Source: an optimization exercise on an open RTL-to-GDS flow (aim: small area, a short achievable clock period and few clock cycles). Production flows keep margins and buffers that such runs may drop.
Where RTL was checked, it was by simulation tests only, not by an equivalence proof against the original.
The RTL of run 1 was laid out without a check of its function.
Power figures rest on the tool's default switching activity, not on a simulated workload.

`design/flow/design.v`:
```
module vwac (
  input  wire        clk,
  input  wire        rst,         
  input  wire        bus_valid,   
  input  wire        bus_write,   
  input  wire [11:0] bus_addr,    
  input  wire [31:0] bus_wdata,
  output wire [31:0] bus_rdata    
);
  localparam [3:0] S_IDLE    = 4'd0,
                   S_FAULT   = 4'd1,
                   S_BADCMD  = 4'd2,
                   S_ESTART  = 4'd3,
                   S_ESCAN   = 4'd4,
                   S_EPACK   = 4'd5,
                   S_ECOMMIT = 4'd6,
                   S_DSTART  = 4'd7,
                   S_DGEN    = 4'd8,
                   S_DCOMMIT = 4'd9;
  localparam [3:0] R_SUCCESS  = 4'h0,
                   R_NOFIT    = 4'h1,
                   R_FOREIGN  = 4'h2,
                   R_BAD_ID   = 4'h9,
                   R_BAD_U16  = 4'hA,
                   R_BAD_U8   = 4'hB,
                   R_BAD_CODE = 4'hC,
                   R_BAD_LEN  = 4'hD,
                   R_BAD_CMD  = 4'hE;
  localparam [2:0] K_PUNCT = 3'd0,
                   K_UPPER = 3'd1,
                   K_LOWER = 3'd2,
                   K_DIGIT = 3'd3,
                   K_ACCNT = 3'd4,
                   K_OTHER = 3'd5;
  localparam [1:0] M_ALPHA = 2'd0, M_LATIN = 2'd1, M_UTF = 2'd2;
  function [3:0] step_of;
    input [3:0] id;
    case (id)
      4'd1, 4'd2:       step_of = 4'd4;
      4'd3, 4'd4, 4'd5: step_of = 4'd5;
      4'd6, 4'd7, 4'd8: step_of = 4'd6;
      4'd9:             step_of = 4'd7;
      default:          step_of = 4'd8;
    endcase
  endfunction
  function [5:0] cap_of;
    input [3:0] id;
    case (id)
      4'd1, 4'd2:       cap_of = 6'd28;
      4'd3, 4'd4, 4'd5: cap_of = 6'd22;
      4'd6, 4'd7, 4'd8: cap_of = 6'd18;
      4'd9:             cap_of = 6'd16;
      default:          cap_of = 6'd14;
    endcase
  endfunction
  function [3:0] punct_idx;
    input [15:0] u;
    case (u)
      16'h0020: punct_idx = 4'd0;
      16'h005F: punct_idx = 4'd1;
      16'h002E: punct_idx = 4'd2;
      16'h002D: punct_idx = 4'd3;
      16'h003A: punct_idx = 4'd4;
      16'h002F: punct_idx = 4'd5;
      16'h002B: punct_idx = 4'd6;
      16'h002C: punct_idx = 4'd7;
      16'h0027: punct_idx = 4'd8;
      16'h0040: punct_idx = 4'd9;
      default:  punct_idx = 4'hF;
    endcase
  endfunction
  function [7:0] mark_of;
    input [3:0] idx;
    case (idx)
      4'd0: mark_of = 8'h20;
      4'd1: mark_of = 8'h5F;
      4'd2: mark_of = 8'h2E;
      4'd3: mark_of = 8'h2D;
      4'd4: mark_of = 8'h3A;
      4'd5: mark_of = 8'h2F;
      4'd6: mark_of = 8'h2B;
      4'd7: mark_of = 8'h2C;
      4'd8: mark_of = 8'h27;
      default: mark_of = 8'h40;
    endcase
  endfunction
  function [10:0] classify;
    input [15:0] u;
    reg [3:0] pi;
    begin
      pi = punct_idx(u);
      if (pi != 4'hF)                                    classify = {K_PUNCT, 4'd0, pi};
      else if (u >= 16'h41 && u <= 16'h5A)               classify = {K_UPPER, u[7:0]};
      else if (u >= 16'h61 && u <= 16'h7A)               classify = {K_LOWER, u[7:0]};
      else if (u >= 16'h30 && u <= 16'h39)               classify = {K_DIGIT, u[7:0]};
      else if (u >= 16'hC0 && u <= 16'hFF && u != 16'hD7 && u != 16'hF7)
                                                         classify = {K_ACCNT, u[7:0]};
      else                                               classify = {K_OTHER, 8'd0};
    end
  endfunction
  function [8:0] keep_of;
    input [10:0] c;
    case (c[10:8])
      K_PUNCT:
        case (c[3:0])
          4'd0:       keep_of = 9'h1EF;
          4'd1:       keep_of = 9'h1FC;
          4'd2, 4'd3: keep_of = 9'h1BF;
          4'd4:       keep_of = 9'h0AE;
          4'd5:       keep_of = 9'h0AC;
          4'd6, 4'd7: keep_of = 9'h0B3;
          4'd8:       keep_of = 9'h0A1;
          default:    keep_of = 9'h0B0;
        endcase
      K_UPPER: keep_of = 9'h1C4;
      K_LOWER: keep_of = 9'h1F8;
      K_DIGIT: keep_of = 9'h163;
      K_ACCNT: keep_of = 9'h100;
      default: keep_of = 9'h000;
    endcase
  endfunction
  function [6:0] enc_code;
    input [3:0] id;
    input [7:0] b;
    reg [3:0] pi;
    reg       isd, isu, isl, isp;
    reg [6:0] base, add, pc;
    begin
      pi  = punct_idx({8'd0, b});
      isp = (pi != 4'hF);
      isd = (b[7:4] == 4'h3);              
      isu = (b[7:5] == 3'b010);            
      isl = (b[7:5] == 3'b011);            
      base = isd ? {3'd0, b[3:0]} : (isu | isl) ? {2'd0, b[4:0]} : b[6:0];
      add = 7'd0; pc = 7'd0;
      case (id)
        4'd1: case (pi)
                4'd0: pc = 7'h0A; 4'd2: pc = 7'h0B; 4'd3: pc = 7'h0C;
                4'd6: pc = 7'h0D; 4'd7: pc = 7'h0E; default: pc = 7'h0F;
              endcase
        4'd2: case (pi)
                4'd0: pc = 7'h0A; 4'd3: pc = 7'h0C; 4'd4: pc = 7'h0D;
                4'd6: pc = 7'h0E; default: pc = 7'h0F;
              endcase
        4'd3, 4'd4: pc = (pi == 4'd0) ? 7'h00 : 7'h1A + {3'd0, pi};
        4'd5: case (pi)
                4'd7: pc = 7'h00; 4'd1: pc = 7'h1B; 4'd2: pc = 7'h1C;
                4'd3: pc = 7'h1D; 4'd6: pc = 7'h1E; default: pc = 7'h1F;
              endcase
        4'd6: begin
                add = isd ? 7'd1 : 7'd10;
                pc = (pi == 4'd0) ? 7'h00 : 7'h24 + {3'd0, pi};
              end
        4'd7: begin
                add = isd ? 7'd1 : isu ? 7'd10 : 7'd36;
                pc = (pi == 4'd0) ? 7'h00 : 7'h3F;
              end
        4'd8: begin
                add = isu ? 7'd0 : 7'd26;
                pc = (pi == 4'd0) ? 7'h00 : 7'h34 + {3'd0, pi};
              end
        default: begin
                add = isd ? 7'd1 : isu ? 7'd10 : isl ? 7'd36 :
                      (b <= 8'hD6) ? 7'h7F : (b <= 8'hF6) ? 7'h7E : 7'h7D;
                pc = (pi == 4'd0) ? 7'h00 : (pi == 4'd2) ? 7'h7E : 7'h7F;
              end
      endcase
      enc_code = isp ? pc : base + add;
    end
  endfunction
  function [8:0] lut_dec;
    input [3:0] id;
    input [7:0] g;
    reg [7:0] off; reg none; reg mark; reg [3:0] mi;
    begin
      none = 1'b0; mark = 1'b0; mi = 4'd0; off = 8'd0;
      case (id)
        4'd1: if (g <= 8'd9) off = 8'h30;
              else begin mark = 1'b1;
                case (g[2:0]) 3'd2: mi = 4'd0; 3'd3: mi = 4'd2; 3'd4: mi = 4'd3; 3'd5: mi = 4'd6; 3'd6: mi = 4'd7; default: mi = 4'd8; endcase
              end
        4'd2: if (g <= 8'd9) off = 8'h30;
              else if (g == 8'd11) none = 1'b1;
              else begin mark = 1'b1;
                case (g[2:0]) 3'd2: mi = 4'd0; 3'd4: mi = 4'd3; 3'd5: mi = 4'd4; 3'd6: mi = 4'd6; default: mi = 4'd7; endcase
              end
        4'd3, 4'd4:
              if (g == 8'd0) mark = 1'b1;
              else if (g <= 8'd26) off = (id == 4'd3) ? 8'h40 : 8'h60;
              else begin mark = 1'b1; mi = g[3:0] - 4'hA; end
        4'd5: if (g == 8'd0) begin mark = 1'b1; mi = 4'd7; end
              else if (g <= 8'd26) off = 8'h60;
              else begin mark = 1'b1;
                case (g[2:0]) 3'd3: mi = 4'd1; 3'd4: mi = 4'd2; 3'd5: mi = 4'd3; 3'd6: mi = 4'd6; default: mi = 4'd9; endcase
              end
        4'd6: if (g == 8'd0) mark = 1'b1;
              else if (g <= 8'd10) off = 8'h2F;
              else if (g <= 8'd36) off = 8'h56;
              else if (g <= 8'd45) begin mark = 1'b1; mi = g[3:0] - 4'h4; end
              else none = 1'b1;
        4'd7: if (g == 8'd0) mark = 1'b1;
              else if (g <= 8'd10) off = 8'h2F;
              else if (g <= 8'd36) off = 8'h36;
              else if (g <= 8'd62) off = 8'h3C;
              else begin mark = 1'b1; mi = 4'd1; end
        4'd8: if (g == 8'd0) mark = 1'b1;
              else if (g <= 8'd26) off = 8'h40;
              else if (g <= 8'd52) off = 8'h46;
              else if (g <= 8'd57) begin mark = 1'b1; mi = g[3:0] - 4'h4; end
              else none = 1'b1;
        4'd9: if (g == 8'd0) mark = 1'b1;
              else if (g <= 8'd10) off = 8'h2F;
              else if (g <= 8'd36) off = 8'h36;
              else if (g <= 8'd62) off = 8'h3C;
              else if (g <= 8'd85) off = 8'h81;
              else if (g <= 8'd116) off = 8'h82;
              else if (g <= 8'd124) off = 8'h83;
              else if (g == 8'd125) none = 1'b1;
              else begin mark = 1'b1; mi = (g == 8'd126) ? 4'd2 : 4'd3; end
        default: off = 8'd0;    
      endcase
      lut_dec = {none, mark ? mark_of(mi) : g + off};
    end
  endfunction
  reg [15:0]  char_in [0:63];
  reg [15:0]  in_len;
  reg [11:0]  hdr;
  reg [111:0] payload;
  reg [4:0]   out_len;
  reg         out_wide;
  reg [223:0] co;             
  reg [3:0]   st;
  reg         st_done, st_ok, st_ovr;
  reg [3:0]   st_res;
  wire busy  = (st != S_IDLE) && (st != S_FAULT);
  wire fault = (st == S_FAULT);
  reg [111:0] acc;            
  reg [111:0] stg;            
  reg         rec_ok;         
  reg         rec_wide;
  reg [4:0]   rec_n;
  reg [5:0]   r;              
  reg         wq_v;           
  reg [5:0]   wq_k;
  reg [4:0]   pi;             
  reg         v;              
  reg [15:0]  u_r;
  reg         a_lat;          
  reg [8:0]   a_keep;
  reg [2:0]   a_unres;        
  reg         a_ubad, a_upend;
  reg [3:0]   a_ub;           
  reg [1:0]   pk_mode;
  reg [3:0]   pk_id;
  reg [3:0]   pk_s;
  reg [5:0]   pk_len;
  reg [1:0]   bi;
  reg [1:0]   carry;
  reg         v2;             
  reg [7:0]   ins_r;
  reg [2:0]   wc;             
  reg [6:0]   wb;
  reg [1:0]   ph;             
  reg [6:0]   bp;
  reg [2:0]   gc;
  reg [7:0]   gg;
  reg [5:0]   gn;
  reg [4:0]   nout;
  reg [1:0]   cc;
  reg [17:0]  cacc;
  reg [1:0]   lc;
  reg [9:0]   hsp;
  wire rd_req  = bus_valid & ~bus_write;
  wire wr_req  = bus_valid & bus_write;
  wire a_lo    = (bus_addr[11:8] == 4'h0);
  wire a_cin   = (bus_addr[11:8] == 4'h1);
  wire a_cout  = (bus_addr[11:8] == 4'h2);
  wire [5:0] a_k = bus_addr[7:2];
  wire wr_ok   = wr_req & ~busy;
  wire wr_cin  = wr_ok & a_cin;
  wire wr_reg  = wr_ok & a_lo & (bus_addr[7:6] == 2'b00);
  wire wr_pay  = wr_ok & a_lo & (bus_addr[7:6] == 2'b01) & (bus_addr[5:4] == 2'b00);
  wire wr_cmd  = wr_reg & (bus_addr[5:2] == 4'd0) & ~fault & (bus_wdata[1:0] != 2'd0);
  wire wr_inl  = wr_reg & (bus_addr[5:2] == 4'd3);
  wire wr_hdr  = wr_reg & (bus_addr[5:2] == 4'd4);
  wire        eng_pk  = (st == S_EPACK) | (st == S_ESTART);
  wire [4:0]  eng_idx = eng_pk ? pi : wq_v ? wq_k[4:0] : r[4:0];
  reg  [15:0] cin_q0, cin_q1, cin_q2, cin_q3, eng_q;
  integer e;
  always @* begin
    cin_q0 = 16'd0;
    cin_q1 = 16'd0;
    cin_q2 = 16'd0;
    cin_q3 = 16'd0;
    for (e = 0; e < 16; e = e + 1) begin
      cin_q0 = cin_q0 | ({16{a_k[3:0] == e}} & char_in[e]);
      cin_q1 = cin_q1 | ({16{a_k[3:0] == e}} & char_in[16+e]);
      cin_q2 = cin_q2 | ({16{a_k[3:0] == e}} & char_in[32+e]);
      cin_q3 = cin_q3 | ({16{a_k[3:0] == e}} & char_in[48+e]);
    end
    eng_q = 16'd0;
    for (e = 0; e < 28; e = e + 1)
      eng_q = eng_q | ({16{eng_idx == e}} & char_in[e]);
  end
  reg  [7:0]  co_lo, co_hi;
  integer j;
  always @* begin
    co_lo = 8'd0;
    for (j = 0; j < 28; j = j + 1)
      co_lo = co_lo | ({8{a_k[4:0] == j}} & co[8*j +: 8]);
    co_hi = 8'd0;
    for (j = 0; j < 14; j = j + 1)
      co_hi = co_hi | ({8{a_k[3:0] == j}} & co[8*(14+j) +: 8]);
  end
  wire co_valid = ({1'b0, a_k} < {2'b00, out_len});
  wire [15:0] co_unit = {16{co_valid}} & {out_wide ? co_hi : 8'h00, co_lo};
  wire a_reg = a_lo & (bus_addr[7:6] == 2'b00);
  wire a_pay = a_lo & (bus_addr[7:6] == 2'b01) & (bus_addr[5:4] == 2'b00);
  wire [31:0] rd_reg =
      ({32{bus_addr[5:2] == 4'd1}} & {23'd0, st_ovr, st_res, fault, st_ok, st_done, busy})
    | ({32{bus_addr[5:2] == 4'd2}} & 32'd112)
    | ({32{bus_addr[5:2] == 4'd3}} & {16'd0, in_len})
    | ({32{bus_addr[5:2] == 4'd4}} & {20'd0, hdr})
    | ({32{bus_addr[5:2] == 4'd5}} & {27'd0, out_len});
  wire [31:0] rd_pay =
      ({32{bus_addr[3:2] == 2'd0}} & payload[31:0])
    | ({32{bus_addr[3:2] == 2'd1}} & payload[63:32])
    | ({32{bus_addr[3:2] == 2'd2}} & payload[95:64])
    | ({32{bus_addr[3:2] == 2'd3}} & {16'd0, payload[111:96]});
  wire [31:0] rd_oth =
      ({32{a_reg}} & rd_reg)
    | ({32{a_pay}} & rd_pay)
    | ({32{a_cout}} & {16'd0, co_unit});
  reg  [15:0] rq_0, rq_1, rq_2, rq_3;
  reg  [31:0] rq_oth;
  reg  [2:0]  rq_sel;
  always @(posedge clk) begin
    rq_0   <= cin_q0;
    rq_1   <= cin_q1;
    rq_2   <= cin_q2;
    rq_3   <= cin_q3;
    rq_oth <= rd_oth;
    rq_sel <= {a_cin, a_k[5:4]};
  end
  reg [15:0] rq_cin;
  always @*
    case (rq_sel[1:0])
      2'd0:    rq_cin = rq_0;
      2'd1:    rq_cin = rq_1;
      2'd2:    rq_cin = rq_2;
      default: rq_cin = rq_3;
    endcase
  assign bus_rdata = rq_sel[2] ? {16'd0, rq_cin} : rq_oth;
  wire [15:0] cin_d = bus_wdata[15:0] & {16{~rst}};
  genvar gi;
  generate
    for (gi = 0; gi < 64; gi = gi + 1) begin : g_cin
      always @(posedge clk)
        if (rst | (wr_cin & (a_k == gi)))
          char_in[gi] <= cin_d;
    end
  endgenerate
  wire        u_byte = (u_r[15:8] == 8'd0);
  wire [10:0] ucls   = classify({8'd0, u_r[7:0]});
  wire [8:0]  ukeep  = {9{u_byte}} & keep_of(ucls);
  wire        u_pun  = u_byte & (ucls[10:8] == K_PUNCT);
  wire [2:0]  uunres = {u_pun & (ucls[3:0] == 4'd1),
                        u_pun & (ucls[3:0] >= 4'd6),
                        u_pun & (ucls[3:0] == 4'd2)};
  wire        u_hs   = (u_r[15:10] == 6'b110110);
  wire        u_ls   = (u_r[15:10] == 6'b110111);
  wire [1:0]  u_nb   = (u_r[15:7] == 9'd0) ? 2'd1 : (u_r[15:11] == 5'd0) ? 2'd2 : 2'd3;
  wire        f_lat   = a_lat & u_byte;
  wire [8:0]  f_keep  = a_keep & ukeep;
  wire [2:0]  f_unres = a_unres | uunres;
  reg         f_ubad, f_upend;
  reg  [4:0]  f_ubs;
  always @* begin
    f_ubad = a_ubad; f_upend = a_upend; f_ubs = {1'b0, a_ub};
    if (a_upend) begin
      if (u_ls) begin f_upend = 1'b0; f_ubs = f_ubs + 5'd4; end
      else f_ubad = 1'b1;
    end else if (u_hs) f_upend = 1'b1;
    else if (u_ls)     f_ubad = 1'b1;
    else               f_ubs = f_ubs + {3'd0, u_nb};
  end
  wire [3:0] f_ub = f_ubs[4] ? 4'hF : f_ubs[3:0];
  wire        L_big   = (in_len > 16'd28);
  wire        L_zero  = (in_len == 16'd0);
  wire        L_short = (in_len <= 16'd14);
  wire [4:0]  L5      = in_len[4:0];
  wire [8:0]  capm = {(L5 <= 5'd16), {3{L5 <= 5'd18}}, {3{L5 <= 5'd22}}, 2'b11};
  wire [8:0]  okm  = a_keep & capm & ~{a_unres[2], a_unres[1], 5'b00000, a_unres[0], 1'b0};
  reg  [3:0]  win;
  integer wi;
  always @* begin
    win = 4'd0;
    for (wi = 9; wi >= 1; wi = wi - 1)
      if (okm[wi-1]) win = wi;
  end
  wire        scanned = (r == in_len[5:0]) & ~v;
  wire [3:0]  wstep = step_of(win);
  wire [2:0]  lsm   = in_len[2:0] * wstep[2:0];
  wire [2:0]  wpad  = 3'd0 - lsm;
  wire [6:0]  pk_code = enc_code(pk_id, ins_r);
  wire [7:0]  ins_b   = (pk_mode == M_ALPHA) ? {1'b0, pk_code} : ins_r[7:0];
  wire [10:0] hs_w    = {1'b0, u_r[9:0]} + 11'h040;
  reg  [7:0]  ubyte;
  reg  [1:0]  unb;
  always @* begin
    unb = u_nb; ubyte = u_r[7:0];
    if (u_hs) begin
      unb = 2'd2;
      ubyte = (bi == 2'd0) ? {5'b11110, hs_w[10:8]} : {2'b10, hs_w[7:2]};
    end else if (u_ls) begin
      unb = 2'd2;
      ubyte = (bi == 2'd0) ? {2'b10, carry, u_r[9:6]} : {2'b10, u_r[5:0]};
    end else if (u_nb == 2'd2)
      ubyte = (bi == 2'd0) ? {3'b110, u_r[10:6]} : {2'b10, u_r[5:0]};
    else if (u_nb == 2'd3)
      ubyte = (bi == 2'd0) ? {4'b1110, u_r[15:12]} :
              (bi == 2'd1) ? {2'b10, u_r[11:6]} : {2'b10, u_r[5:0]};
  end
  wire pk_last = (pk_mode != M_UTF) | (bi == unb - 2'd1);
  reg  [14:0] comb;
  always @* begin
    case (pk_s)
      4'd4:    comb = {4'd0, wb, ins_b[3:0]};
      4'd5:    comb = {3'd0, wb, ins_b[4:0]};
      4'd6:    comb = {2'd0, wb, ins_b[5:0]};
      4'd7:    comb = {1'd0, wb, ins_b[6:0]};
      default: comb = {wb, ins_b[7:0]};
    endcase
  end
  wire [3:0]  tot     = {1'b0, wc} + pk_s;
  wire [7:0]  wbyte   = comb >> (tot[2:0]);
  wire [111:0] acc_sh = {acc[103:0], wbyte};
  wire [1:0] h_tag = hdr[11:10];
  wire [3:0] h_id  = hdr[9:6];
  wire [5:0] h_len = hdr[5:0];
  wire [3:0] h_step = step_of(h_id);
  wire       pay_zero = (payload == 112'd0);
  wire       pbit  = payload[bp];
  wire [8:0] gdec  = lut_dec(h_id, gg);
  wire       g_cont = (gg[7:6] == 2'b10);
  reg        g_bad;
  reg [20:0] g_cp;
  always @* begin
    g_bad = 1'b0; g_cp = 21'd0;
    if (gg[7] == 1'b0) begin
      g_cp = {14'd0, gg[6:0]};
      if (cc != 2'd0) g_bad = 1'b1;
    end else if (gg >= 8'hC2 && gg <= 8'hDF) begin
      g_cp = {10'd0, gg[4:0], cacc[17:12]};
      if (cc != 2'd1) g_bad = 1'b1;
    end else if (gg[7:4] == 4'hE) begin
      g_cp = {5'd0, gg[3:0], cacc[17:6]};
      if (cc != 2'd2) g_bad = 1'b1;
      if (gg == 8'hE0 && lc[1] == 1'b0) g_bad = 1'b1;
      if (gg == 8'hED && lc[1] == 1'b1) g_bad = 1'b1;
    end else if (gg >= 8'hF0 && gg <= 8'hF4) begin
      g_cp = {gg[2:0], cacc};
      if (cc != 2'd3) g_bad = 1'b1;
      if (gg == 8'hF0 && lc == 2'b00) g_bad = 1'b1;
      if (gg == 8'hF4 && lc != 2'b00) g_bad = 1'b1;
    end else
      g_bad = 1'b1;
  end
  wire [20:0] g_cpm = g_cp - 21'h10000;
  wire        g_sup = (g_cp[20:16] != 5'd0);
  wire fold_st = (st == S_IDLE) | (st == S_FAULT) | (st == S_ESCAN) | (st == S_ESTART);
  wire consume = v & pk_last & (st == S_EPACK);
  reg  rd_now;
  always @* begin
    case (st)
      S_IDLE, S_FAULT: rd_now = sc_rd;
      S_ESCAN:         rd_now = ({10'd0, r} < in_len);
      S_ESTART:        rd_now = scanned;
      S_EPACK:         rd_now = ({11'd0, pi} < in_len) & (~v | consume);
      default:         rd_now = 1'b0;
    endcase
  end
  wire sc_restart = wq_v & (wq_k == 6'd0);
  wire sc_drop    = wq_v & (wq_k != 6'd0) & (wq_k < r);
  wire sc_rd      = wq_v & ((wq_k == 6'd0) | ((wq_k == r) & (r <= 6'd27)));
  wire fold_now = v & fold_st & ~sc_restart & ~sc_drop;
  wire pk_end = v2 & ~v & ({11'd0, pi} == in_len);
  always @(posedge clk) begin
    if (rst) begin
      st <= S_IDLE;
      st_done <= 1'b0; st_ok <= 1'b0; st_ovr <= 1'b0; st_res <= 4'd0;
      in_len <= 16'd0; hdr <= 12'd0; payload <= 112'd0;
      out_len <= 5'd0; out_wide <= 1'b0;
      rec_ok <= 1'b0; rec_wide <= 1'b0; rec_n <= 5'd0;
      r <= 6'd0; wq_v <= 1'b0; v <= 1'b0;
      a_lat <= 1'b1; a_keep <= 9'h1FF; a_unres <= 3'd0;
      a_ubad <= 1'b0; a_upend <= 1'b0; a_ub <= 4'd0;
    end else begin
      if (rd_now) begin
        u_r <= eng_q;
        if (eng_pk) pi <= pi + 5'd1;
        else r <= {1'b0, eng_idx} + 6'd1;
      end
      if (rd_now) v <= 1'b1;
      else if (fold_now | consume) v <= 1'b0;
      if (fold_now) begin
        a_lat <= f_lat; a_keep <= f_keep; a_unres <= f_unres;
        a_ubad <= f_ubad; a_upend <= f_upend; a_ub <= f_ub;
      end
      if (wr_req & busy) st_ovr <= 1'b1;
      if (wr_inl) in_len <= bus_wdata[15:0];
      if (wr_hdr) begin hdr <= bus_wdata[11:0]; rec_ok <= 1'b0; end
      if (wr_pay) begin
        rec_ok <= 1'b0;
        case (bus_addr[3:2])
          2'd0: payload[31:0]   <= bus_wdata;
          2'd1: payload[63:32]  <= bus_wdata;
          2'd2: payload[95:64]  <= bus_wdata;
          default: payload[111:96] <= bus_wdata[15:0];
        endcase
      end
      wq_v <= wr_cin;
      wq_k <= a_k;
      if (sc_restart | sc_drop) begin
        a_lat <= 1'b1; a_keep <= 9'h1FF; a_unres <= 3'd0;
        a_ubad <= 1'b0; a_upend <= 1'b0; a_ub <= 4'd0;
      end
      if (sc_drop) begin
        r <= 6'd0; v <= 1'b0;
      end
      if (wr_cmd) begin
        st_done <= 1'b0; st_ok <= 1'b0; st_res <= 4'd0; st_ovr <= 1'b0;
        pi <= 5'd0;
        case (bus_wdata[1:0])
          2'd1:    st <= S_ESTART;
          2'd2:    st <= S_DSTART;
          default: st <= S_BADCMD;
        endcase
      end
      case (st)
        S_BADCMD: begin
          st_done <= 1'b1; st_res <= R_BAD_CMD; st <= S_FAULT;
        end
        S_ESTART: begin
          if (L_big) begin
            v <= 1'b0;
            st_done <= 1'b1; st_res <= R_NOFIT; st <= S_IDLE;
          end else if (L_zero) begin
            v <= 1'b0;
            acc <= 112'd0; wb <= 7'd0; ins_r <= 8'd0; wc <= 3'd0; pk_s <= 4'd8;
            pk_id <= 4'd0; pk_len <= 6'd0; pk_mode <= M_LATIN;
            st <= S_ECOMMIT;
          end else if (!scanned) begin
            if (!v) begin
              if (r > in_len[5:0]) begin
                r <= 6'd0;
                a_lat <= 1'b1; a_keep <= 9'h1FF; a_unres <= 3'd0;
                a_ubad <= 1'b0; a_upend <= 1'b0; a_ub <= 4'd0;
              end
              st <= S_ESCAN;
            end
          end else if (L_short) begin
            if (a_lat) begin
              pk_mode <= M_LATIN; pk_id <= 4'd10; pk_s <= 4'd8; pk_len <= in_len[5:0];
              acc <= 112'd0; bi <= 2'd0; v2 <= 1'b0; wc <= 3'd0; wb <= 7'd0;
              st <= S_EPACK;
            end else if (a_ubad | a_upend) begin
              v <= 1'b0;
              st_done <= 1'b1; st_res <= R_BAD_U16; st <= S_FAULT;
            end else if (a_ub > 4'd14) begin
              v <= 1'b0;
              st_done <= 1'b1; st_res <= R_NOFIT; st <= S_IDLE;
            end else begin
              pk_mode <= M_UTF; pk_id <= 4'd0; pk_s <= 4'd8; pk_len <= {2'b00, a_ub};
              acc <= 112'd0; bi <= 2'd0; v2 <= 1'b0; wc <= 3'd0; wb <= 7'd0;
              st <= S_EPACK;
            end
          end else if (win == 4'd0) begin
            v <= 1'b0;
            st_done <= 1'b1; st_res <= R_NOFIT; st <= S_IDLE;
          end else begin
            pk_mode <= M_ALPHA; pk_id <= win; pk_s <= wstep; pk_len <= in_len[5:0];
            acc <= 112'd0; bi <= 2'd0; v2 <= 1'b0; wc <= wpad; wb <= 7'd0;
            st <= S_EPACK;
          end
        end
        S_ESCAN: begin
          if (scanned) st <= S_ESTART;
        end
        S_EPACK: begin
          if (v) begin
            if (pk_mode == M_UTF) begin
              bi <= pk_last ? 2'd0 : bi + 2'd1;
              if (u_hs && bi == 2'd1) carry <= hs_w[1:0];
            end
            ins_r <= (pk_mode == M_UTF) ? ubyte : u_r[7:0];
          end
          v2 <= v;
          if (v2) begin
            if (tot[3]) acc <= acc_sh;
            wc <= tot[2:0];
            wb <= comb[6:0];
          end
          if (pk_end) st <= S_ECOMMIT;
        end
        default: ;
      endcase
      if ((st == S_EPACK && pk_end) || st == S_ECOMMIT) begin
        hdr <= {2'b10, pk_id, pk_len};
        payload <= acc_sh;
        for (j = 0; j < 14; j = j + 1) begin
          acc[8*j +: 8] <= char_in[j][7:0];
          stg[8*j +: 8] <= (pk_mode == M_UTF) ? char_in[j][15:8] : char_in[14+j][7:0];
        end
        rec_ok <= 1'b1; rec_n <= L5; rec_wide <= (pk_mode == M_UTF);
        st_done <= 1'b1; st_ok <= 1'b1; st_res <= R_SUCCESS; st <= S_IDLE;
      end
      case (st)
        S_DSTART: begin
          if (h_tag != 2'b10) begin
            st_done <= 1'b1; st_res <= R_FOREIGN; st <= S_IDLE;
          end else if (pay_zero) begin
            out_len <= 5'd0;
            st_done <= 1'b1; st_ok <= 1'b1; st_res <= R_SUCCESS; st <= S_IDLE;
          end else if (rec_ok) begin
            co <= {stg, acc}; out_len <= rec_n; out_wide <= rec_wide;
            st_done <= 1'b1; st_ok <= 1'b1; st_res <= R_SUCCESS; st <= S_IDLE;
          end else if (h_id > 4'd10) begin
            st_done <= 1'b1; st_res <= R_BAD_ID; st <= S_FAULT;
          end else if (h_len > cap_of(h_id)) begin
            st_done <= 1'b1; st_res <= R_BAD_LEN; st <= S_FAULT;
          end else begin
            ph <= 2'd0; bp <= 7'd0; gc <= 3'd0; gg <= 8'd0; gn <= h_len; nout <= 5'd0;
            cc <= 2'd0; cacc <= 18'd0;
            if (h_len == 6'd0) begin
              rec_ok <= 1'b1; rec_n <= 5'd0; rec_wide <= (h_id == 4'd0);
              st <= S_DCOMMIT;
            end else
              st <= S_DGEN;
          end
        end
        S_DGEN: begin
          case (ph)
            2'd0: begin
              gg[gc] <= pbit;
              bp <= bp + 7'd1;
              if ({1'b0, gc} == h_step - 4'd1) ph <= 2'd1;
              else gc <= gc + 3'd1;
            end
            2'd1: begin
              gg <= 8'd0; gc <= 3'd0;
              if (h_id != 4'd0) begin
                if (gdec[8]) begin
                  st_done <= 1'b1; st_res <= R_BAD_CODE; st <= S_FAULT;
                end else begin
                  acc <= {acc[103:0], gdec[7:0]};
                  stg <= {stg[103:0], acc[111:104]};
                  nout <= nout + 5'd1;
                  gn <= gn - 6'd1;
                  if (gn == 6'd1) begin
                    rec_ok <= 1'b1; rec_n <= nout + 5'd1; rec_wide <= 1'b0;
                    st <= S_DCOMMIT;
                  end else
                    ph <= 2'd0;
                end
              end else if (g_cont) begin
                gn <= gn - 6'd1;
                if (cc == 2'd3 || gn == 6'd1) begin
                  st_done <= 1'b1; st_res <= R_BAD_U8; st <= S_FAULT;
                end else begin
                  cacc <= {gg[5:0], cacc[17:6]};
                  cc <= cc + 2'd1;
                  lc <= gg[5:4];
                  ph <= 2'd0;
                end
              end else if (g_bad) begin
                st_done <= 1'b1; st_res <= R_BAD_U8; st <= S_FAULT;
              end else begin
                gn <= gn - 6'd1;
                cc <= 2'd0; cacc <= 18'd0;
                nout <= nout + 5'd1;
                if (g_sup) begin
                  acc <= {acc[103:0], g_cpm[7:0]};
                  stg <= {stg[103:0], 6'b110111, g_cpm[9:8]};
                  hsp <= g_cpm[19:10];
                  ph <= 2'd2;
                end else begin
                  acc <= {acc[103:0], g_cp[7:0]};
                  stg <= {stg[103:0], g_cp[15:8]};
                  if (gn == 6'd1) begin
                    rec_ok <= 1'b1; rec_n <= nout + 5'd1; rec_wide <= 1'b1;
                    st <= S_DCOMMIT;
                  end else
                    ph <= 2'd0;
                end
              end
            end
            default: begin
              acc <= {acc[103:0], hsp[7:0]};
              stg <= {stg[103:0], 6'b110110, hsp[9:8]};
              nout <= nout + 5'd1;
              if (gn == 6'd0) begin
                rec_ok <= 1'b1; rec_n <= nout + 5'd1; rec_wide <= 1'b1;
                st <= S_DCOMMIT;
              end else
                ph <= 2'd0;
            end
          endcase
        end
        S_DCOMMIT: begin
          co <= {stg, acc}; out_len <= rec_n; out_wide <= rec_wide;
          st_done <= 1'b1; st_ok <= 1'b1; st_res <= R_SUCCESS; st <= S_IDLE;
        end
        default: ;
      endcase
    end
  end
endmodule
```
`design/flow/constraint.sdc`:
```
create_clock -name core_clock -period 11.0 [get_ports {clk}]
set_input_delay 2.2000 -clock core_clock [delete_from_list [all_inputs] [get_ports {clk}]]
set_output_delay 2.2000 -clock core_clock [all_outputs]
set_load 0.01 [all_outputs]
```
`design/flow/flow/run.sh`:
```
#!/bin/bash
set -euo pipefail
MARGIN=7
make() { command make "$@" SETUP_SLACK_MARGIN=$MARGIN; }
export -f make
export MARGIN
bash standard.sh finish > run_flow.log 2>&1
```
`design/flow/config.mk`:
```
export PLATFORM = sky130hd
export DESIGN_NAME = vwac
export DESIGN_NICKNAME = vwac
export VERILOG_FILES = /design/flow/design.v
export SDC_FILE = /design/flow/constraint.sdc
export NUM_CORES = 8
export LEC_CHECK = 0
export CAP_MARGIN = 20
export CORE_MARGIN = 2
export CORE_UTILIZATION = 50
export PLACE_DENSITY = 0.6
export SLEW_MARGIN = 20
```
`design/flow/standard.sh`:
```
#!/bin/bash
# synth_recipe.tcl (not shown) runs the flow's synth.tcl, then flattens the netlist and writes it again
# the make line also repeats each setting of config.mk as NAME=value (left out here)
make -C /OpenROAD-flow-scripts/flow DESIGN_CONFIG=/design/flow/config.mk WORK_HOME=/design/flow/orfs CLKGATE_MAP_FILE= SYNTH_SCRIPT=/design/flow/synth_recipe.tcl "${@:-finish}"
```
==> run notes, run 1 <==
- Status: finished clean
- Warnings from Yosys: 2
- Metal-1 WL: 140 mm
- Routed via count: 75800
- Minimum clock period: 5.04 ns
- DRC violations left: 0
- Arrival @ worst endpoint: 2.84 ns
- Worst Setup End Kind: output pin
- Starting density of the core: 50.3%
- I/O Buffers: 77
- Synthesized area: 87600 um2
- Syn Nets: 7546
- Most frequent CP cell: buf_12
- TNS Setup: 0 ns
- Pwr Density: 178 nW/um2
- CP Max Fanout: 6
- F_max: 199 MHz
- Clock Sinks: 1898
- Vias in the first global route: 68500
- RSZ-0062 raised after global routing: yes
- Max Used Layer: met5
- Hold Fails Final Rpt: 0
- Initial DRT Pass Iterations: 10
- WL final: 413 mm
- Hold Buf Count CTS: 0
- Die W: 423 um
- Final Cycle Share: 45.8%
- Register area share after synthesis: 61.7%
- Least-Margin Pin Slew: 1.26 ns
- Largest net degree at the start of global routing: 153
- Vias per inst: 7.42
- Synth area leader: edfxtp_1
- Register clock-pin slew on the reported worst setup and hold paths: 0.06 ns
- Initial antenna violation count: 39
- Library cells used by synthesis: 108
- Ports: 80
- Root Driver: clkbuf_16
- Async set or reset register ratio after synthesis: 0%
- Metal2 WL: 171 mm
- Worst VDD drop: 0.000204 V
- Main area contributors after synthesis: edfxtp_1, dfxtp_1, nand2_1, a221oi_1, a22o_1
- Max Cap Violations: 0
- DRT antenna net count: 0
- RePlAce Congestion: 1.00
- Slowest CP cell: mux4_2
- CTS buffer count: 197
- Layout Skew: 0.0433 ns
- Main synth FF type: edfxtp_1
- Skew-Pair Late Insertion Delay: 0.90 ns
- Global-route wire length before repair: 553 mm
- Leak Pwr: 0.0362 uW
- Max stage delay on crit path: 0.69 ns
- H-tree depth: 4
- Wire per inst: 40.4 um
- Row Count: 153
- Die ar.: 179000 um2
- Final slew viol count: 0
- GRT Util Overall: 44.2%
- DR iter-0 viols: 13800
- Post-Synthesis Cells: 7398
- Detail Placement HPWL: 239 mm
- Total power: 18800 uW
- Setup violators final: 0
- Crit path cell chain: buf_12, buf_12, buf_4, mux4_2, mux2_4, buf_6
- Die H: 423 um
- Hold/Removal Path Class: reg2reg
- Fillers: 13600
- Max_slew headroom: 16.0%
- Met3 WL: 61.2 mm
- WS Path Type: reg2out
- Core Box Area: 174000 um2
- Number of synthesized register bits: 1898
- Data required time of the critical path: 8.80 ns
- Syn avg cell area: 11.8 um2
- Clock Path Buffers: 3
- Global route overflow: 0
- Area growth, synth to finish: 20.9%
- Share of the synthesized area in the top cell type: 54.9%
- Final Net Count: 7847
- CTS tree: done
- EDFF count, synth: 1601
- Element type at the critical path start: flip-flop
- Layout cell share with drive strength beyond 1: 19.4%
- Area of the multi-input gates: 34200 um2
- Register area: 54100 um2
[placed cells by master (no fill, tap or decap), types with 33 or more instances in the layout]
cell	synthesis	final
nand3_1	185	178
a221oi_1	373	352
a22o_1	361	360
dfxtp_1	297	285
buf_6	2	92
a311oi_1	110	106
buf_4	3	385
a31oi_1	52	39
ha_1	96	75
a21oi_1	497	471
nor2b_1	75	53
nor4_1	43	33
nand2_1	904	856
a211oi_1	39	35
clkinv_2	0	36
nand4_1	121	121
clkbuf_1	490	43
nor2_1	446	401
a22oi_1	271	260
edfxtp_1	1601	1601
mux2i_1	69	67
a21o_1	33	33
clkdlybuf4s50_1	0	33
clkbuf_16	0	210
mux4_2	69	69
inv_1	101	89
buf_12	0	75
o21ai_0	407	356
nor3_1	73	56
and2_1	37	36
[power breakdown]
| group | leakage [uW] | switching (uW) | total (uW) | internal (uW) |
|---|---|---|---|---|
| Sequential | 0.0178 | 547 | 9040 | 8490 |
| Clock | 0.00319 | 3000 | 6820 | 3820 |
| Combinational | 0.0152 | 2040 | 2950 | 910 |
| Total | 0.0362 | 5590 | 18800 | 13200 |
[layer usage]
layer | up-vias | track usage, %
met1 | 37000 | 54.9
met4 | 40 | 32.4
met2 | 6926 | 63.2
met5 | - | 0.538
li1 | 29800 | -
met3 | 2000 | 16.3
[Yosys cell counts (25+ instances only)]
master,number
nand3_1,185
nand2b_1,42
a311oi_1,110
inv_1,101
nand2_1,904
mux4_2,69
nor2_1,446
a22o_1,361
a22oi_1,271
edfxtp_1,1601
clkbuf_1,490
a21oi_1,497
buf_2,32
a31oi_1,52
mux2_2,26
a221oi_1,373
mux2i_1,69
xnor2_1,29
nand4_1,121
o211ai_1,25
and3_1,51
ha_1,96
dfxtp_1,297
nor3_1,73
a211oi_1,39
buf_1,65
a21o_1,33
nor4_1,43
o21ai_0,407
nor2b_1,75
and2_1,37
[metrics by stage]
stage          hold slack (ns)  worst slack, ns  area, um2  utilization [%]  instances
4_1_cts                  0.445             6.02     104000             59.6      10100
5_1_grt                  0.461             5.98     106000             60.9      10200
2_1_floorplan            0.425             4.67      88300                -       7398
6_report                 0.435             5.96     106000             60.9      10200
3_5_place_dp             0.435             4.25      91400             52.5       9387
3_3_place_gp             0.434             4.29      91300             52.5       9385
[logic make-up after synthesis]
family                   Yosys count  synth area share, %
AO/OA/AOI/OAI                   2419                 19.7
XOR/XNOR                          43                0.430
adder cells (fa/ha/maj)          100                 1.46
buffers and inverters            696                 3.06
flip-flops                      1898                 61.7
multiplexers                     164                 2.90
AND/OR/NAND/NOR                 2078                 10.8
[registers in the layout (all words and copies together) (netlist names), 8 cells and up, named ones only]
| signal | flops |
|---|---|
| rq_oth | 32 |
| a_keep | 9 |
| co | 224 |
| cacc | 18 |
| rq_0 | 16 |
| in_len | 16 |
| rq_2 | 16 |
| rq_1 | 16 |
| stg | 112 |
| gg | 8 |
| ins_r | 8 |
| acc | 112 |
| rq_3 | 16 |
| char_in | 1024 |
| hsp | 10 |
| payload | 112 |
| u_r | 16 |
| hdr | 12 |
[cell type report]
type,count,area share (%)
inverter,102,0.390
timing repair buffer,688,7.42
clock inverter,102,0.902
multi-input combinational,4812,32.2
sequential,1898,51.0
tap,2325,2.75
antenna,21,0.0496
clock buffer,269,5.23
[path summary, 6_finish.rpt]
kind                                 endpoint  cells after the start  slack (ns)      start
worst max register to register         acc[1]                     18        6.43   pk_id[1]
worst min register to register        co[220]                      0        0.44   stg[108]
worst min-delay path                  co[220]                      0        0.44   stg[108]
worst max-delay path            bus_rdata[13]                      6        5.96  rq_sel[0]
[timing repair]
| action | in CTS | in global routing |
|---|---|---|
| gates resized for setup | 666 | 253 |
| gates cloned | 38 | 12 |
| pin swaps | 122 | 135 |
| setup buffers | 269 | 119 |
| setup endpoints to repair | 1711 | 618 |
[critical path: cells and delay by family (launching register included)]
kind / cells / cell delay, ns
buffers and inverters: 4 / 0.49
muxes: 2 / 1.07
DFF: 1 / 0.38
==> inputs of run 2 (changes only) <==
--- a/design/flow/design.v
+++ b/design/flow/design.v
@@ -258,6 +258,8 @@
   reg [1:0]   carry;
   reg         v2;             
   reg [7:0]   ins_r;
+  reg         v3;             
+  reg [7:0]   cd_r;
   reg [2:0]   wc;             
   reg [6:0]   wb;
   reg [1:0]   ph;             
@@ -293,27 +295,29 @@
     cin_q2 = 16'd0;
     cin_q3 = 16'd0;
     for (e = 0; e < 16; e = e + 1) begin
-      cin_q0 = cin_q0 | ({16{a_k[3:0] == e}} & char_in[e]);
-      cin_q1 = cin_q1 | ({16{a_k[3:0] == e}} & char_in[16+e]);
-      cin_q2 = cin_q2 | ({16{a_k[3:0] == e}} & char_in[32+e]);
-      cin_q3 = cin_q3 | ({16{a_k[3:0] == e}} & char_in[48+e]);
+      cin_q0 = cin_q0 | ({16{a_cin & (a_k == e)}}      & char_in[e]);
+      cin_q1 = cin_q1 | ({16{a_cin & (a_k == 16 + e)}} & char_in[16+e]);
+      cin_q2 = cin_q2 | ({16{a_cin & (a_k == 32 + e)}} & char_in[32+e]);
+      cin_q3 = cin_q3 | ({16{a_cin & (a_k == 48 + e)}} & char_in[48+e]);
     end
     eng_q = 16'd0;
     for (e = 0; e < 28; e = e + 1)
       eng_q = eng_q | ({16{eng_idx == e}} & char_in[e]);
   end
+  reg  [27:0] co_live;
   reg  [7:0]  co_lo, co_hi;
   integer j;
   always @* begin
+    for (j = 0; j < 28; j = j + 1)
+      co_live[j] = (j < out_len);
     co_lo = 8'd0;
     for (j = 0; j < 28; j = j + 1)
-      co_lo = co_lo | ({8{a_k[4:0] == j}} & co[8*j +: 8]);
+      co_lo = co_lo | ({8{(a_k[4:0] == j) & co_live[j]}} & co[8*j +: 8]);
     co_hi = 8'd0;
     for (j = 0; j < 14; j = j + 1)
-      co_hi = co_hi | ({8{a_k[3:0] == j}} & co[8*(14+j) +: 8]);
+      co_hi = co_hi | ({8{(a_k[4:0] == j) & co_live[j] & out_wide}} & co[8*(14+j) +: 8]);
   end
-  wire co_valid = ({1'b0, a_k} < {2'b00, out_len});
-  wire [15:0] co_unit = {16{co_valid}} & {out_wide ? co_hi : 8'h00, co_lo};
+  wire [15:0] co_unit = {co_hi, co_lo} & {16{~a_k[5]}};
   wire a_reg = a_lo & (bus_addr[7:6] == 2'b00);
   wire a_pay = a_lo & (bus_addr[7:6] == 2'b01) & (bus_addr[5:4] == 2'b00);
   wire [31:0] rd_reg =
@@ -333,24 +337,14 @@
     | ({32{a_cout}} & {16'd0, co_unit});
   reg  [15:0] rq_0, rq_1, rq_2, rq_3;
   reg  [31:0] rq_oth;
-  reg  [2:0]  rq_sel;
   always @(posedge clk) begin
     rq_0   <= cin_q0;
     rq_1   <= cin_q1;
     rq_2   <= cin_q2;
     rq_3   <= cin_q3;
     rq_oth <= rd_oth;
-    rq_sel <= {a_cin, a_k[5:4]};
   end
-  reg [15:0] rq_cin;
-  always @*
-    case (rq_sel[1:0])
-      2'd0:    rq_cin = rq_0;
-      2'd1:    rq_cin = rq_1;
-      2'd2:    rq_cin = rq_2;
-      default: rq_cin = rq_3;
-    endcase
-  assign bus_rdata = rq_sel[2] ? {16'd0, rq_cin} : rq_oth;
+  assign bus_rdata = rq_oth | {16'd0, rq_0 | rq_1 | rq_2 | rq_3};
   wire [15:0] cin_d = bus_wdata[15:0] & {16{~rst}};
   genvar gi;
   generate
@@ -425,11 +419,11 @@
   reg  [14:0] comb;
   always @* begin
     case (pk_s)
-      4'd4:    comb = {4'd0, wb, ins_b[3:0]};
-      4'd5:    comb = {3'd0, wb, ins_b[4:0]};
-      4'd6:    comb = {2'd0, wb, ins_b[5:0]};
-      4'd7:    comb = {1'd0, wb, ins_b[6:0]};
-      default: comb = {wb, ins_b[7:0]};
+      4'd4:    comb = {4'd0, wb, cd_r[3:0]};
+      4'd5:    comb = {3'd0, wb, cd_r[4:0]};
+      4'd6:    comb = {2'd0, wb, cd_r[5:0]};
+      4'd7:    comb = {1'd0, wb, cd_r[6:0]};
+      default: comb = {wb, cd_r[7:0]};
     endcase
   end
   wire [3:0]  tot     = {1'b0, wc} + pk_s;
@@ -468,6 +462,9 @@
   end
   wire [20:0] g_cpm = g_cp - 21'h10000;
   wire        g_sup = (g_cp[20:16] != 5'd0);
+  wire sc_restart = wq_v & (wq_k == 6'd0);
+  wire sc_drop    = wq_v & (wq_k != 6'd0) & (wq_k < r);
+  wire sc_rd      = wq_v & ((wq_k == 6'd0) | ((wq_k == r) & (r <= 6'd27)));
   wire fold_st = (st == S_IDLE) | (st == S_FAULT) | (st == S_ESCAN) | (st == S_ESTART);
   wire consume = v & pk_last & (st == S_EPACK);
   reg  rd_now;
@@ -480,11 +477,8 @@
       default:         rd_now = 1'b0;
     endcase
   end
-  wire sc_restart = wq_v & (wq_k == 6'd0);
-  wire sc_drop    = wq_v & (wq_k != 6'd0) & (wq_k < r);
-  wire sc_rd      = wq_v & ((wq_k == 6'd0) | ((wq_k == r) & (r <= 6'd27)));
   wire fold_now = v & fold_st & ~sc_restart & ~sc_drop;
-  wire pk_end = v2 & ~v & ({11'd0, pi} == in_len);
+  wire pk_end = v3 & ~v2 & ~v & ({11'd0, pi} == in_len);
   always @(posedge clk) begin
     if (rst) begin
       st <= S_IDLE;
@@ -547,7 +541,7 @@
             st_done <= 1'b1; st_res <= R_NOFIT; st <= S_IDLE;
           end else if (L_zero) begin
             v <= 1'b0;
-            acc <= 112'd0; wb <= 7'd0; ins_r <= 8'd0; wc <= 3'd0; pk_s <= 4'd8;
+            acc <= 112'd0; wb <= 7'd0; cd_r <= 8'd0; wc <= 3'd0; pk_s <= 4'd8;
             pk_id <= 4'd0; pk_len <= 6'd0; pk_mode <= M_LATIN;
             st <= S_ECOMMIT;
           end else if (!scanned) begin
@@ -562,7 +556,7 @@
           end else if (L_short) begin
             if (a_lat) begin
               pk_mode <= M_LATIN; pk_id <= 4'd10; pk_s <= 4'd8; pk_len <= in_len[5:0];
-              acc <= 112'd0; bi <= 2'd0; v2 <= 1'b0; wc <= 3'd0; wb <= 7'd0;
+              acc <= 112'd0; bi <= 2'd0; v2 <= 1'b0; v3 <= 1'b0; wc <= 3'd0; wb <= 7'd0;
               st <= S_EPACK;
             end else if (a_ubad | a_upend) begin
               v <= 1'b0;
@@ -572,7 +566,7 @@
               st_done <= 1'b1; st_res <= R_NOFIT; st <= S_IDLE;
             end else begin
               pk_mode <= M_UTF; pk_id <= 4'd0; pk_s <= 4'd8; pk_len <= {2'b00, a_ub};
-              acc <= 112'd0; bi <= 2'd0; v2 <= 1'b0; wc <= 3'd0; wb <= 7'd0;
+              acc <= 112'd0; bi <= 2'd0; v2 <= 1'b0; v3 <= 1'b0; wc <= 3'd0; wb <= 7'd0;
               st <= S_EPACK;
             end
           end else if (win == 4'd0) begin
@@ -580,7 +574,7 @@
             st_done <= 1'b1; st_res <= R_NOFIT; st <= S_IDLE;
           end else begin
             pk_mode <= M_ALPHA; pk_id <= win; pk_s <= wstep; pk_len <= in_len[5:0];
-            acc <= 112'd0; bi <= 2'd0; v2 <= 1'b0; wc <= wpad; wb <= 7'd0;
+            acc <= 112'd0; bi <= 2'd0; v2 <= 1'b0; v3 <= 1'b0; wc <= wpad; wb <= 7'd0;
             st <= S_EPACK;
           end
         end
@@ -596,7 +590,9 @@
             ins_r <= (pk_mode == M_UTF) ? ubyte : u_r[7:0];
           end
           v2 <= v;
-          if (v2) begin
+          if (v2) cd_r <= ins_b;
+          v3 <= v2;
+          if (v3) begin
             if (tot[3]) acc <= acc_sh;
             wc <= tot[2:0];
             wb <= comb[6:0];
==> run 2 against run 1 <==
Routed wire length fell by 6.2%. Critical path depth rose by 4. Cell count fell by 1.6%. Non-clock buffer count fell by 201. Power fell by 16%.
==> run notes, run 2 <==
- Most common cell in the netlist: edfxtp_1
- Root Driver: clkbuf_16
- Clk pwr share: 42.6%
- Pre-CTS setup slack: 4.40 ns
- Data required time of the critical path: 11.61 ns
- Status: finished clean
- Clock Path Buffers: 3
- Worst Setup End Kind: flip-flop
- Global-route wire length before repair: 532 mm
- Flop pwr share: 53.5%
- DRT antenna net count: 0
- Leak Pwr: 0.0344 uW
- Worst hold endpoint: rq_2[4]
- I/O Buffers: 77
- Pwr Density: 154 nW/um2
- GRT Util Overall: 41.7%
- TNS Setup: 0 ns
- Max_slew headroom: 26.9%
- Power share of the combinational group: 3.9%
- RR Startpoint: st[1]
- Arrival @ worst endpoint: 4.84 ns
- RSZ-0062 raised after global routing: yes
- Detail Placement HPWL: 254 mm
- Minimum clock period: 4.23 ns
- CTS tree: done
- Largest net degree at the start of global routing: 135
- Largest Register: char_in
- Register area share after synthesis: 61.2%
- PnR worst setup slack: 6.77 ns
- Crit path from: bus_addr[5]
- Leading cell type in the layout, fill and taps excluded: edfxtp_1
- Syn avg cell area: 12.0 um2
- Initial antenna violation count: 40
- H-tree depth: 4
- Element type at the critical path start: primary input
- WL final: 387 mm
- RePlAce Congestion: 0.999
- Least-Margin Pin Slew: 1.09 ns
- CP Max Fanout: 16
- Final slew viol count: 0
- Post-Synthesis Cells: 7370
- Hold Fails Final Rpt: 0
- Number of synthesized register bits: 1904
- Core Box Area: 176000 um2
- Area growth, synth to finish: 16.1%
- WS Path Type: in2reg
- Library cells used by synthesis: 111
- F_max: 237 MHz
- Psw: 3740 uW
- Final Cycle Share: 38.4%
- Ports: 80
- Vias per inst: 7.37
- Routed via count: 74000
- HP Start: char_in[37][4]
- DR iter-0 viols: 14300
- DRC violations left: 0
- Initial DRT Pass Iterations: 10
- Most frequent cells after synthesis: edfxtp_1, nand2_1, a21oi_1
- Wire per inst: 38.5 um
- Global route overflow: 0
- Skew-Pair Late Insertion Delay: 0.89 ns
- Starting density of the core: 50.3%
- Final Net Count: 7662
- Hold/Removal Path Class: reg2reg
- Clock Sinks: 1904
- Most frequent cells in the layout: edfxtp_1, nand2_1, a21oi_1
- Vias in the first global route: 66800
- Worst R2R Path Depth: 12
- Net Sw Frac: 23.5%
- Row Count: 154
- Register clock-pin slew on the reported worst setup and hold paths: 0.06 ns
- Synth area leader: edfxtp_1
- Layout cell share with drive strength beyond 1: 15.9%
- Setup violators final: 0
- Top Registers: char_in x1024, co x224
- Layout Skew: 0.0563 ns
- Worst VDD drop: 0.000170 V
- Async set or reset register ratio after synthesis: 0%
- Synthesized area: 88600 um2
- Die W: 425 um
- Die H: 425 um
- Hold Path Depth: 2
- Main synth FF type: edfxtp_1
- R2R Path End: u_r[12]
- CTS buffer count: 198
- Int Power: 12100 uW
- EDFF count, synth: 1610
- Max reg flops: 1024
- Die ar.: 181000 um2
- Warnings from Yosys: 2
- Main area contributors after synthesis: edfxtp_1, dfxtp_1, a221oi_1, nand2_1, a22o_1
- Reg2reg setup slack: 6.89 ns
- Syn Nets: 7513
- Max Cap Violations: 0
- Share of the synthesized area in the top cell type: 54.6%
-- run 2: cell types whose count changed in the layout (fill, tap and decap cells not counted), sizes merged, moves of 45 or more --
cell,previous run,this run
buf,604,424
nand2,907,774
a22oi,271,184
a222oi,24,84
o21ai,422,362
o2bb2ai,2,62
or3,17,67
a211o,5,53
a32o,1,49
o211ai,25,71
a31o,8,53
-- run 2: metrics by stage --
step	power (uW)	hold WS (ns)	instances	util, %	area [um2]
final	15900	0.460	10100	58.4	103000
after global routing	16200	0.480	10000	58.4	103000
after CTS	15800	0.463	9995	58.0	102000
after detailed placement	9140	0.449	9518	52.9	93200
after global placement	9130	0.440	9516	52.9	93100
after floorplan	8730	0.427	7370	-	89000
-- run 2: cells by family (layout without fill, tap and decap cells) --
family | Yosys count | count (layout) | synth area share, %
buffers and inverters | 639 | 958 | 2.95
muxes | 133 | 133 | 2.30
xor gates and xnor gates | 53 | 53 | 0.524
AOI/OAI and AO/OA | 2495 | 2496 | 20.8
and+or+nand+nor | 2051 | 2054 | 10.9
DFF | 1904 | 1904 | 61.2
other | 0 | 18 | 0
adders and majority gates | 95 | 95 | 1.38
-- run 2: repair_timing --
item                                    4_1_cts  5_1_grt
gates resized for setup                     343      114
pin swaps                                    88       28
hold buffers                                  0        0
cloned                                        5        3
endpoints found under the setup margin     1598      671
buffers inserted                             98       33
-- run 2: routing by layer --
metal / global-route usage, % / share of wire (%)
met3: 15.3 / 14
met4: 24.6 / 7.8
met5: 0 / 0.070
met2: 58.6 / 41
met1: 55.2 / 37
-- run 2: area by class of cell --
| class | count | area (um2) |
|---|---|---|
| Fill cell | 14400 | 73200 |
| Clock inverter | 103 | 1040 |
| Tap cell | 2340 | 2930 |
| Sequential cell | 1904 | 54300 |
| Inverter | 97 | 393 |
| Antenna cell | 18 | 45.0 |
| Clock buffer | 271 | 5430 |
| Timing Repair Buffer | 487 | 4900 |
| Multi-Input combinational cell | 4831 | 33900 |
-- run 2: worst max-delay path, cell delays in order --
cell and delay, ns:
buf_2 0.34, nor2b_4 0.15, buf_4 0.18, nand2_4 0.25, a211oi_2 0.07, buf_6 0.24, a22oi_1 0.17, nand4_1 0.10
nor2_1 0.67, o21ai_0 0.44
-- run 2: worst max path at each step --
stage / to / slack, ns / depth (start not counted)
5_1_grt: bus_rdata[6] / 6.89 / 3
4_1_cts: bus_rdata[6] / 6.82 / 3
3_3_place_gp: payload[8] / 4.54 / 10
6_report: rq_oth[9] / 6.77 / 10
2_1_floorplan: co[0] / 4.67 / 4
3_5_place_dp: payload[72] / 4.40 / 10
-- run 2: power by group through the flow --
| stage | clock network (uW) | registers, uW | logic, uW |
|---|---|---|---|
| 2_1_floorplan | 0 | 8490 | 241 |
| 6_report | 6770 | 8490 | 623 |
| 5_1_grt | 7060 | 8510 | 630 |
| 3_5_place_dp | 0 | 8620 | 521 |
| 3_3_place_gp | 0 | 8610 | 514 |
| 4_1_cts | 6780 | 8470 | 588 |
Testbench counts of run 2, summed over its fixed seeds: cycles 51,289.
==> inputs of run 3 (changes only) <==
--- a/design/flow/design.v
+++ b/design/flow/design.v
@@ -35,23 +35,15 @@
   localparam [1:0] M_ALPHA = 2'd0, M_LATIN = 2'd1, M_UTF = 2'd2;
   function [3:0] step_of;
     input [3:0] id;
-    case (id)
-      4'd1, 4'd2:       step_of = 4'd4;
-      4'd3, 4'd4, 4'd5: step_of = 4'd5;
-      4'd6, 4'd7, 4'd8: step_of = 4'd6;
-      4'd9:             step_of = 4'd7;
-      default:          step_of = 4'd8;
-    endcase
+    step_of = (id == 4'd0 || id >= 4'd10) ? 4'd8 :
+              (id >= 4'd9) ? 4'd7 : (id >= 4'd6) ? 4'd6 :
+              (id >= 4'd3) ? 4'd5 : 4'd4;
   endfunction
   function [5:0] cap_of;
     input [3:0] id;
-    case (id)
-      4'd1, 4'd2:       cap_of = 6'd28;
-      4'd3, 4'd4, 4'd5: cap_of = 6'd22;
-      4'd6, 4'd7, 4'd8: cap_of = 6'd18;
-      4'd9:             cap_of = 6'd16;
-      default:          cap_of = 6'd14;
-    endcase
+    cap_of = (id == 4'd0 || id >= 4'd10) ? 6'd14 :
+             (id >= 4'd9) ? 6'd16 : (id >= 4'd6) ? 6'd18 :
+             (id >= 4'd3) ? 6'd22 : 6'd28;
   endfunction
   function [3:0] punct_idx;
     input [15:0] u;
@@ -256,8 +248,6 @@
   reg [5:0]   pk_len;
   reg [1:0]   bi;
   reg [1:0]   carry;
-  reg         v2;             
-  reg [7:0]   ins_r;
   reg         v3;             
   reg [7:0]   cd_r;
   reg [2:0]   wc;             
@@ -312,12 +302,12 @@
       co_live[j] = (j < out_len);
     co_lo = 8'd0;
     for (j = 0; j < 28; j = j + 1)
-      co_lo = co_lo | ({8{(a_k[4:0] == j) & co_live[j]}} & co[8*j +: 8]);
+      co_lo = co_lo | ({8{a_cout & (a_k == j) & co_live[j]}} & co[8*j +: 8]);
     co_hi = 8'd0;
     for (j = 0; j < 14; j = j + 1)
-      co_hi = co_hi | ({8{(a_k[4:0] == j) & co_live[j] & out_wide}} & co[8*(14+j) +: 8]);
+      co_hi = co_hi | ({8{a_cout & (a_k == j) & co_live[j] & out_wide}} & co[8*(14+j) +: 8]);
   end
-  wire [15:0] co_unit = {co_hi, co_lo} & {16{~a_k[5]}};
+  wire [15:0] co_unit = {co_hi, co_lo};    
   wire a_reg = a_lo & (bus_addr[7:6] == 2'b00);
   wire a_pay = a_lo & (bus_addr[7:6] == 2'b01) & (bus_addr[5:4] == 2'b00);
   wire [31:0] rd_reg =
@@ -333,18 +323,19 @@
     | ({32{bus_addr[3:2] == 2'd3}} & {16'd0, payload[111:96]});
   wire [31:0] rd_oth =
       ({32{a_reg}} & rd_reg)
-    | ({32{a_pay}} & rd_pay)
-    | ({32{a_cout}} & {16'd0, co_unit});
+    | ({32{a_pay}} & rd_pay);
   reg  [15:0] rq_0, rq_1, rq_2, rq_3;
   reg  [31:0] rq_oth;
+  reg  [15:0] rq_co;
   always @(posedge clk) begin
+    rq_co  <= co_unit;
     rq_0   <= cin_q0;
     rq_1   <= cin_q1;
     rq_2   <= cin_q2;
     rq_3   <= cin_q3;
     rq_oth <= rd_oth;
   end
-  assign bus_rdata = rq_oth | {16'd0, rq_0 | rq_1 | rq_2 | rq_3};
+  assign bus_rdata = rq_oth | {16'd0, rq_co | rq_0 | rq_1 | rq_2 | rq_3};
   wire [15:0] cin_d = bus_wdata[15:0] & {16{~rst}};
   genvar gi;
   generate
@@ -396,8 +387,7 @@
   wire [3:0]  wstep = step_of(win);
   wire [2:0]  lsm   = in_len[2:0] * wstep[2:0];
   wire [2:0]  wpad  = 3'd0 - lsm;
-  wire [6:0]  pk_code = enc_code(pk_id, ins_r);
-  wire [7:0]  ins_b   = (pk_mode == M_ALPHA) ? {1'b0, pk_code} : ins_r[7:0];
+  wire [6:0]  pk_code = enc_code(pk_id, u_r[7:0]);
   wire [10:0] hs_w    = {1'b0, u_r[9:0]} + 11'h040;
   reg  [7:0]  ubyte;
   reg  [1:0]  unb;
@@ -478,7 +468,7 @@
     endcase
   end
   wire fold_now = v & fold_st & ~sc_restart & ~sc_drop;
-  wire pk_end = v3 & ~v2 & ~v & ({11'd0, pi} == in_len);
+  wire pk_end = v3 & ~v & ({11'd0, pi} == in_len);
   always @(posedge clk) begin
     if (rst) begin
       st <= S_IDLE;
@@ -556,7 +546,7 @@
           end else if (L_short) begin
             if (a_lat) begin
               pk_mode <= M_LATIN; pk_id <= 4'd10; pk_s <= 4'd8; pk_len <= in_len[5:0];
-              acc <= 112'd0; bi <= 2'd0; v2 <= 1'b0; v3 <= 1'b0; wc <= 3'd0; wb <= 7'd0;
+              acc <= 112'd0; bi <= 2'd0; v3 <= 1'b0; wc <= 3'd0; wb <= 7'd0;
               st <= S_EPACK;
             end else if (a_ubad | a_upend) begin
               v <= 1'b0;
@@ -566,7 +556,7 @@
               st_done <= 1'b1; st_res <= R_NOFIT; st <= S_IDLE;
             end else begin
               pk_mode <= M_UTF; pk_id <= 4'd0; pk_s <= 4'd8; pk_len <= {2'b00, a_ub};
-              acc <= 112'd0; bi <= 2'd0; v2 <= 1'b0; v3 <= 1'b0; wc <= 3'd0; wb <= 7'd0;
+              acc <= 112'd0; bi <= 2'd0; v3 <= 1'b0; wc <= 3'd0; wb <= 7'd0;
               st <= S_EPACK;
             end
           end else if (win == 4'd0) begin
@@ -574,7 +564,7 @@
             st_done <= 1'b1; st_res <= R_NOFIT; st <= S_IDLE;
           end else begin
             pk_mode <= M_ALPHA; pk_id <= win; pk_s <= wstep; pk_len <= in_len[5:0];
-            acc <= 112'd0; bi <= 2'd0; v2 <= 1'b0; v3 <= 1'b0; wc <= wpad; wb <= 7'd0;
+            acc <= 112'd0; bi <= 2'd0; v3 <= 1'b0; wc <= wpad; wb <= 7'd0;
             st <= S_EPACK;
           end
         end
@@ -587,11 +577,10 @@
               bi <= pk_last ? 2'd0 : bi + 2'd1;
               if (u_hs && bi == 2'd1) carry <= hs_w[1:0];
             end
-            ins_r <= (pk_mode == M_UTF) ? ubyte : u_r[7:0];
+            cd_r <= (pk_mode == M_ALPHA) ? {1'b0, pk_code} :
+                    (pk_mode == M_UTF)   ? ubyte : u_r[7:0];
           end
-          v2 <= v;
-          if (v2) cd_r <= ins_b;
-          v3 <= v2;
+          v3 <= v;
           if (v3) begin
             if (tot[3]) acc <= acc_sh;
             wc <= tot[2:0];
==> design/flow/flow/run.sh (replaced) <==
#!/bin/bash
set -euo pipefail
MARGIN=7
export BUFFER_PORTS_ARGS="-buffer_cell sky130_fd_sc_hd__buf_4"
make() { command make "$@" SETUP_SLACK_MARGIN=$MARGIN; }
export -f make
export MARGIN
bash standard.sh finish > run_flow.log 2>&1
--- a/design/flow/config.mk
+++ b/design/flow/config.mk
@@ -8,5 +8,6 @@
 export CAP_MARGIN = 20
 export CORE_MARGIN = 2
 export CORE_UTILIZATION = 50
+export CTS_BUF_LIST = sky130_fd_sc_hd__clkbuf_8
 export PLACE_DENSITY = 0.6
 export SLEW_MARGIN = 20
==> run 3 against run 2 <==
Global-route usage increased by 1.4 points. Critical endpoint is now bus_rdata[9]. Setup slack worse by 0.18 ns. Non-clock buffer count down 1. Clock power decreased by 5.2%. Still clean on timing, DRC and antenna. Area after synthesis barely moved. Core utilization about the same. Cell count rose by 4.6%. Clock-buffer cell count grew 105. Power is 2.1% lower. Flip-flop and latch count unchanged. Highest routed layer unchanged. Largest cell class unchanged.
==> run notes, run 3 <==
- Status: finished clean
- Ports: 80
- Syn avg cell area: 11.6 um2
- Most frequent cells after synthesis: edfxtp_1, nand2_1, a21oi_1
- Most frequent cells in the layout: edfxtp_1, nand2_1, a21oi_1
- Core Box Area: 176000 um2
- Slowest CP cell: nor2_4
- Worst Setup End Kind: output pin
- Main synth FF type: edfxtp_1
- DR iter-0 viols: 13700
- Warnings from Yosys: 2
- Area growth, synth to finish: 16.1%
- Least-Margin Pin Slew: 1.19 ns
- Leading cell type in the layout, fill and taps excluded: edfxtp_1
- H-tree depth: 5
- Element type at the critical path start: flip-flop
- Grt met1 use: 56.5%
- CP Max Fanout: 1
- GR peak layer: met2
- Largest Register: char_in
- Hold Buf Count CTS: 0
- Hold Fails Final Rpt: 0
- Fillers: 14700
- Clock Sinks: 1904
- CTS buffer count: 338
- F_max: 227 MHz
- GRT Util Overall: 43.1%
- I/O Buffers: 77
- Layout Skew: 0.0799 ns
- CTS tree: done
- Final Cell Area: 103000 um2
- Synthesized area: 88600 um2
- Placed cell count: 9721
- Placed Area: 92800 um2
- Die W: 425 um
- Pwr Density: 151 nW/um2
- Synth area leader: edfxtp_1
- Routed via count: 75300
- Register area share after synthesis: 61.1%
- Share of the synthesized area in the top cell type: 54.3%
- Global-route wire length before repair: 546 mm
- RSZ-0062 raised after global routing: yes
- TNS Setup: 0 ns
- Setup violators final: 0
- Global route overflow: 0
- Crit path cell chain: nor2_4, nand2_4, buf_6
- DRT antenna net count: 0
- RePlAce Congestion: 1.05
- Hold/Removal Path Class: reg2reg
- Clock Path Buffers: 4
- GR Util met2: 61.2%
- Row Count: 154
- Final Net Count: 8037
- Register clock-pin slew on the reported worst setup and hold paths: 0.06 ns
- Wire per inst: 38.1 um
- Max reg flops: 1024
- Initial antenna violation count: 34
- Layout cell share with drive strength beyond 1: 17.4%
- Post-route insts no fill: 10500
- Vias per inst: 7.16
- Largest net degree at the start of global routing: 173
- Die H: 425 um
- Library cells used by synthesis: 92
- WS Path Type: reg2out
- Syn Nets: 7750
- Starting density of the core: 50.3%
- Root Driver: clkbuf_8
- Pre-CTS setup slack: 4.73 ns
- EDFF count, synth: 1601
- Max_slew headroom: 20.0%
- Post-Synthesis Cells: 7610
## run 3: area by class of cell
cell class / count / area [um2] / area share [%]
antenna: 17 / 42.5 / 0.0414
inverter: 145 / 568 / 0.552
sequential: 1904 / 54300 / 52.8
multi-input combinational: 5022 / 34100 / 33.1
clock buffer: 376 / 5170 / 5.03
clock inverter: 224 / 1190 / 1.16
timing repair buffer: 486 / 4620 / 4.49
tap: 2340 / 2930 / 2.85
## run 3: timing repair
item | CTS | global route
setup endpoints to repair | 1198 | 751
gates resized for setup | 297 | 125
gates cloned | 10 | 4
setup buffers | 100 | 61
pin swaps | 65 | 47
## run 3: cell families (layout without fill, tap and decap cells)
| kind of cell | count (synthesis) | count (layout) | share of synthesized area, % |
|---|---|---|---|
| buf+inv | 686 | 1231 | 3.08 |
| fa+ha+maj | 92 | 92 | 1.33 |
| flops | 1904 | 1904 | 61.1 |
| other cells | 0 | 17 | 0 |
| mux | 180 | 180 | 2.87 |
| simple gates | 2222 | 2222 | 11.5 |
| xor+xnor | 53 | 53 | 0.524 |
| compound gates | 2473 | 2475 | 19.6 |
## run 3: worst register-to-register path, cell delays in order (launching register included)
cell	delay, ns
edfxtp_1	0.43
buf_12	0.17
clkinvlp_4	0.18
buf_4	0.16
ha_1	0.17
nand4b_1	0.20
a31oi_4	0.28
nor3_2	0.08
nor2_2	0.15
o41ai_4	0.11
ha_1	0.29
a21o_1	0.19
a21oi_2	0.16
o21bai_2	0.11
a2111oi_2	0.35
nor3_1	0.13
xnor2_1	0.28
o22ai_1	0.15
a22oi_2	0.22
o31ai_1	0.11
## run 3: metal layers
metal / up-vias / part of all wire (%)
met5: - / 0.045
met4: 26 / 7.8
met3: 1342 / 14
met2: 6203 / 42
met1: 37000 / 37
li1: 30700 / -
## run 3: worst paths after layout
path | from | to | slack (ns) | cells after the start
hold / removal | char_in[31][11] | rq_1[11] | 0.45 | 2
setup reg to reg | gg[2] | acc[7] | 6.84 | 19
hold reg to reg | char_in[31][11] | rq_1[11] | 0.45 | 2
setup / recovery | rq_co[9] | bus_rdata[9] | 6.59 | 3
## run 3: report_power, final
part           internal (uW)  leakage (uW)  switching [uW]
Combinational            146        0.0146             430
Clock                   3360       0.00373            3060
Sequential              8230        0.0178             322
Total                  11700        0.0361            3810
## run 3: metrics by stage
stage	power (uW)	utilization, %	hold slack, ns
global route	15900	58.4	0.476
detailed placement	9200	52.7	0.438
finish	15500	58.4	0.454
CTS	15500	57.7	0.452
global placement	9180	52.7	0.428
floorplan	8780	-	0.419
Testbench counts of run 3, summed over its fixed seeds: cycles 51,062.
